This design comes from an exercise in tuning for small area, a short achievable clock period and few clock cycles on the open sky130 flow, not from production work.
In this exercise RTL edits were held to simulation tests only and were not proved equivalent to the original.

main:
## srsynth_voice
module srsynth_voice (
    input  wire        clk,
    input  wire        rst,
    input  wire        cmd_valid,
    output wire        cmd_ready,
    input  wire [1:0]  cmd_op,
    input  wire [31:0] cmd_a,
    input  wire [31:0] cmd_b,
    input  wire        cmd_env,
    output reg         done,
    output reg  [31:0] sample_rate,
    output reg  [31:0] attack_s,
    output reg  [31:0] release_s,
    output reg         env_en,
    output reg  [7:0]  active,
    output reg  [31:0] freq,
    output reg  [31:0] peak,
    output reg  [31:0] inc,
    output reg  [31:0] slope
);
    localparam [31:0] F_ZERO    = 32'h00000000;
    localparam [31:0] F_ONE     = 32'h3F800000;
    localparam [31:0] F_M_ONE   = 32'hBF800000;
    localparam [31:0] F_10MS    = 32'h3C23D70A;
    localparam [2:0] S_IDLE = 3'd0,
                     S_INC  = 3'd2,    
                     S_MUL  = 3'd3,    
                     S_XR   = 3'd1,    
                     S_SDIV = 3'd4,    
                     S_OFF  = 3'd5;    
    reg [2:0]  state;
    reg [7:0]  vel_r;
    reg        neg;         
    reg [31:0] slp_o;       
    reg        sk;          
    reg        sv;          
    reg        ov;          
    assign cmd_ready = (state == S_IDLE);
    wire [3:0] nib = cmd_a[23:20];
    wire [7:0] d1  = cmd_a[15:8];
    wire [7:0] d2  = cmd_a[7:0];
    wire is_off = (nib == 4'h8) || (nib == 4'h9 && d2 == 8'd0);
    wire is_on  = (nib == 4'h9) && (d2 != 8'd0);
    wire [31:0] rom_freq, rom_t2, pk;
    srsynth_freq_rom u_rom (.note(d1), .freq(rom_freq), .t2(rom_t2));
    srsynth_fmul u_pk (.v(vel_r), .y(pk));
    reg         u_start, u_div;
    reg  [31:0] u_a, u_b;
    reg         u_aez, u_aem, u_afz;
    wire        u_ready, u_yv;
    wire [31:0] u_y;
    srsynth_fdiv u_fpu (
        .clk(clk), .rst(rst), .start(u_start), .op_div(u_div),
  ...
For scale: roughly 5200 cells after synthesis, about 430 flip-flops, roughly 39000 um2 of cells after synthesis.
clock: 22.0 ns
lec_check: 0
cap_margin: 40
core_margin: 2
core_utilization: 35
slew_margin: 20
synth_memory_max_bits: 8192
run.sh (not shown) runs the stock make flow with config.mk's settings and CLKGATE_MAP_FILE= SYNTH_SCRIPT=/design/flow/synth_recipe.tcl, a recipe that flattens the netlist after the stock synthesis.
Testbench counts of main, summed over its fixed seeds: cycles 21,558.
## Diff of input files: the feature branch against main
==> flow/flow/run.sh (new file) <==
#!/bin/bash
set -e
export SETUP_SLACK_MARGIN=15
bash standard.sh > standard.log 2>&1
==> flow/standard.sh (new file) <==
#!/bin/bash
# synth_recipe.tcl (not shown) runs the flow's synth.tcl, then flattens the netlist and writes it again
# the make line also repeats each setting of config.mk as NAME=value (left out here)
make -C /OpenROAD-flow-scripts/flow DESIGN_CONFIG=/design/flow/config.mk WORK_HOME=/design/flow/orfs CLKGATE_MAP_FILE= SYNTH_SCRIPT=/design/flow/synth_recipe.tcl "${@:-finish}"
-- flow/config.mk --
<<< main, line 7
export LEC_CHECK = 0
export CAP_MARGIN = 40
export CORE_MARGIN = 2
export CORE_UTILIZATION = 35
export SLEW_MARGIN = 20
export SYNTH_MEMORY_MAX_BITS = 8192
>>> the feature branch, line 7
export LEC_CHECK = 0
export CAP_MARGIN = 10
export CORE_MARGIN = 2
export CORE_UTILIZATION = 35
export CTS_BUF_LIST = sky130_fd_sc_hd__clkbuf_4 sky130_fd_sc_hd__clkbuf_8
export SLEW_MARGIN = 10
export SYNTH_MEMORY_MAX_BITS = 8192
removed: flow/run.sh
Post-synthesis instance total: the feature branch vs main, no meaningful difference. Post-route fraction of the period consumed by the critical path ends up higher on main. Register fraction of the total cell area: the feature branch < main. Taking main as the reference point, the timing-limited maximum frequency of the feature branch rises by about 27%. Going from main to the feature branch, total number of multi-input combinational cells was more or less identical, remaining max-slew budget at the tightest pin went down by 13 points, area added between synthesis and finish went up by 13 points. Compared with main, in the feature branch post-route worst setup slack increased 1.97 ns; weighted congestion at the end of routability-driven global placement now sits at about the same level.


srsynth_voice again, from the RTL that the note above started with.
==> flow/config.mk <==
export PLATFORM = sky130hd
export DESIGN_NAME = srsynth_voice
export DESIGN_NICKNAME = srsynth_voice
export VERILOG_FILES = /design/flow/design.v
export SDC_FILE = /design/flow/constraint.sdc
export NUM_CORES = 4
export LEC_CHECK = 0
export CAP_MARGIN = 40
export CORE_MARGIN = 2
export CORE_UTILIZATION = 35
export SLEW_MARGIN = 20
export SYNTH_MEMORY_MAX_BITS = 8192
==> flow/constraint.sdc <==
create_clock -name core_clock -period 22.0 [get_ports {clk}]
set_input_delay 4.4000 -clock core_clock [delete_from_list [all_inputs] [get_ports {clk}]]
set_output_delay 4.4000 -clock core_clock [all_outputs]
set_load 0.01 [all_outputs]
standard.sh (not shown) runs the stock make flow with config.mk's settings and CLKGATE_MAP_FILE= SYNTH_SCRIPT=/design/flow/synth_recipe.tcl, a recipe that flattens the netlist after the stock synthesis.
==> flow/flow/run.sh <==
#!/bin/bash
set -e
export SETUP_SLACK_MARGIN=14
bash standard.sh > standard.log 2>&1
The baseline passed the timing, DRC and antenna checks.
Testbench counts at the start, summed over its fixed seeds: cycles 21,558.
==> next run, changes <==
==> flow/flow/run.sh (replaced) <==
#!/bin/bash
set -e
export SETUP_SLACK_MARGIN=15
bash standard.sh > standard.log 2>&1
What happened:
- worst hold slack degrades by 0.014 ns
- wire length is higher by a few percent
- maximum frequency rises by a few percent
- via count grows by a few percent
- non-clock buffer count went up by 199
- sequential share of layout area came out lower by 1.8 points
- final area went up by a little under a tenth
- core utilization goes up by 3.6 points
- setup slack gains 0.50 ns

-- separate check: timing with driven ports --
The flow's constraints put no driver on any port. The routed layouts listed below were extracted and timed again, unchanged, in two steps.
Step 1 (the two cells are an assumption about what drives the block):
set clk [get_ports {clk}]
set_driving_cell -lib_cell sky130_fd_sc_hd__clkbuf_16 $clk
set_driving_cell -lib_cell sky130_fd_sc_hd__buf_2 [delete_from_list [all_inputs] $clk]
Step 2 times the ports against the registers' clock, not the clock port: input delays grow and output delays shrink by t, the midpoint of the rising clock arrivals with the driver on.
Slacks: ideal / step 1 / step 2; pairs: ideal / step 1.
run | t, ns | setup slack, ns | latest minus earliest clock arrival (ns) | worst data-port slew with drivers (ns)
main | 0.683 | 12.793 / 12.843 / 12.159 | 0.033 / 0.033 | 0.09
the feature branch | 0.777 | 14.764 / 14.680 / 13.903 | 0.077 / 0.078 | 0.17
the first run of note 2 | 0.690 | 14.181 / 14.215 / 13.544 | 0.041 / 0.041 | 0.09
the second run of note 2 | 0.698 | 14.683 / 14.614 / 13.916 | 0.068 / 0.068 | 0.20
After both steps setup and hold are still met in every run listed. For the feature branch, which loses most, drivers alone change the setup slack by -0.084 ns; drivers and shift together by -0.861 ns.
